From an optimization exercise on the open Yosys and OpenROAD flow, aimed at small area, a short achievable clock period and few clock cycles per item; shortcuts taken in it are not production practice. Function was checked by simulation only, so behaviour that the tests miss may differ from the original. No driver is modelled on the clock port, so clocking that relies on it looks cheaper here than on a real chip. Power and IR drop assume default switching activity.

==> flow/design.v (excerpt) <==
module alpha_line (
    input  wire         clk,
    input  wire         rst,         
    input  wire         cmd_valid,
    output wire         cmd_ready,
    input  wire [127:0] cmd,
    output wire         rsp_valid,
    input  wire         rsp_ready,
    output wire [47:0]  rsp,
    output wire         ev_valid,
    output wire [1:0]   ev_kind,
    output wire [63:0]  ev_data
);
Settings: LEC_CHECK=0, CAP_MARGIN=20, CORE_MARGIN=2, CORE_UTILIZATION=40, SLEW_MARGIN=20; clock period 80.0 ns.
run.sh (not shown) runs the stock make flow with config.mk's settings and CLKGATE_MAP_FILE= SYNTH_SCRIPT=/design/flow/synth_recipe.tcl, a recipe that flattens the netlist after the stock synthesis.
Testbench counts at the start, summed over its fixed seeds: cycles 398,202, items 4,800.
==> next run, changes <==
==> flow/flow/run.sh (new file) <==
#!/bin/bash
set -euo pipefail
export BUFFER_PORTS_ARGS="-buffer_cell sky130_fd_sc_hd__buf_2"
bash standard.sh > flow_standard.log 2>&1
==> flow/standard.sh (new file) <==
#!/bin/bash
# synth_recipe.tcl (not shown) runs the flow's synth.tcl, then flattens the netlist and writes it again
# the make line also repeats each setting of config.mk as NAME=value (left out here)
make -C /OpenROAD-flow-scripts/flow DESIGN_CONFIG=/design/flow/config.mk WORK_HOME=/design/flow/orfs CLKGATE_MAP_FILE= SYNTH_SCRIPT=/design/flow/synth_recipe.tcl "${@:-finish}"
removed: flow/run.sh
Total power is about the same.
Sequential power barely changes.
Wire length goes up slightly.
Non-clock buffer count fell by 2.
Final cell count stays flat.
Design area drops by a few percent.
Synthesized area stays the same.
Sequential cell count is unchanged.

========
alpha_line, a different RTL version from the one above (not shown whole).
Size: about 290 flip-flops, about 250 I/O pins.
==> flow/config.mk <==
export PLATFORM = sky130hd
export DESIGN_NAME = alpha_line
export DESIGN_NICKNAME = alpha_line
export VERILOG_FILES = /design/flow/design.v
export SDC_FILE = /design/flow/constraint.sdc
export NUM_CORES = 4
export LEC_CHECK = 0
export ABC_AREA = 1
export CAP_MARGIN = 20
export CORE_MARGIN = 2
export CORE_UTILIZATION = 40
export CTS_CLUSTER_DIAMETER = 100
export CTS_CLUSTER_SIZE = 20
export SLEW_MARGIN = 20
==> flow/constraint.sdc <==
create_clock -name core_clock -period 80.0 [get_ports {clk}]
set_input_delay 16.0000 -clock core_clock [delete_from_list [all_inputs] [get_ports {clk}]]
set_output_delay 16.0000 -clock core_clock [all_outputs]
set_load 0.01 [all_outputs]
standard.sh (not shown) runs the stock make flow with config.mk's settings and CLKGATE_MAP_FILE= SYNTH_SCRIPT=/design/flow/synth_recipe.tcl, a recipe that flattens the netlist after the stock synthesis.
==> flow/flow/run.sh <==
#!/bin/bash
set -euo pipefail
export BUFFER_PORTS_ARGS="-buffer_cell sky130_fd_sc_hd__buf_2"
bash standard.sh > flow_standard.log 2>&1
Testbench counts at the start, summed over its fixed seeds: cycles 398,202, items 4,800.
Rerun with:
==> flow/flow/run.sh (replaced) <==
#!/bin/bash
set -euo pipefail
here=$(pwd)
export BUFFER_PORTS_ARGS="-buffer_cell sky130_fd_sc_hd__buf_1"
export POST_CTS_TCL="$here/flow/bypass_root.tcl"
export SKIP_REPAIR_TIE_FANOUT=1
bash standard.sh > flow_standard.log 2>&1
==> flow/flow/bypass_root.tcl (new file) <==
proc my_bypass_root {} {
  set block [ord::get_db_block]
  set root [$block findInst clkbuf_0_clk]
  if {$root eq "NULL"} { puts "bypass_root: no root buffer"; return }
  set innet [[$root findITerm A] getNet]
  set onet [[$root findITerm X] getNet]
  set loads {}
  foreach l [$onet getITerms] {
    if {[[$l getInst] getName] ne [$root getName]} { lappend loads $l }
  }
  if {[llength $loads] > 4} { puts "bypass_root: [llength $loads] loads, kept"; return }
  foreach l $loads { $l disconnect; $l connect $innet }
  puts "bypass_root: [llength $loads] first-level buffers now on [$innet getName]"
  [$root findITerm A] disconnect
  [$root findITerm X] disconnect
  odb::dbInst_destroy $root
  odb::dbNet_destroy $onet
}
my_bypass_root
estimate_parasitics -placement
Outcome: The changed run passed the timing, DRC and antenna checks. First-iteration DRC count fell by 13%. Die area does not change. Global-route usage fell by 0.41 points. Synthesized area is unchanged. Power fell by 0.62%. Design area fell by 1.8%.
Rerun with:
--- a/flow/flow/run.sh
+++ b/flow/flow/run.sh
@@ -5,3 +5,2 @@
 export POST_CTS_TCL="$here/flow/bypass_root.tcl"
-export SKIP_REPAIR_TIE_FANOUT=1
 bash standard.sh > flow_standard.log 2>&1
Clock power falls by about 5%.
Cell count goes up by 1.5%.
Hold slack is better by 0.0045 ns.
Setup slack barely changes.
Rerun with:
==> flow/flow/run.sh (replaced) <==
#!/bin/bash
set -euo pipefail
export BUFFER_PORTS_ARGS="-buffer_cell sky130_fd_sc_hd__buf_1"
bash standard.sh > flow_standard.log 2>&1
removed: flow/flow/bypass_root.tcl
Result:
- The changed run ran to the end with no violations
- final cell count barely changes
- critical path depth stays the same
- wire length barely changes
- utilization stays flat
- die area is unchanged
- non-clock buffer count is unchanged
- global-route usage barely changes
- flip-flop and latch count does not change
- final area hardly moves

[separate check: timing with driven ports]
Ports are ideal in the flow. The routed layouts listed here were re-timed in OpenROAD. Step 1 assumes that a clkbuf_16 drives the clock port and a buf_2 every other input. Step 2 adds t to the input delays and takes it off the output delays; t is the mean of the earliest and latest rising clock arrival at the registers after step 1. Input paths then give back, and output paths get back, about the clock's delay inside the block. Three values: no drivers, after step 1, after step 2; two values: the first two.
| run | t (ns) | setup slack, ns | pins driven straight from the clock port |
|---|---|---|---|
| the first run of note 1 | 0.615 | 62.472 / 62.416 / 62.765 | 1 |
| the second run of note 1 | 0.611 | 62.870 / 62.813 / 63.188 | 1 |
| the first run of note 2 | 0.603 | 62.903 / 62.841 / 63.219 | 1 |
| the second run of note 2 | 0.486 | 62.992 / 62.912 / 63.224 | 2 |
| the third run of note 2 | 0.467 | 62.993 / 62.913 / 63.249 | 2 |
| the fourth run of note 2 | 0.587 | 62.853 / 62.796 / 63.252 | 1 |
After both steps setup and hold are still met in every run listed.
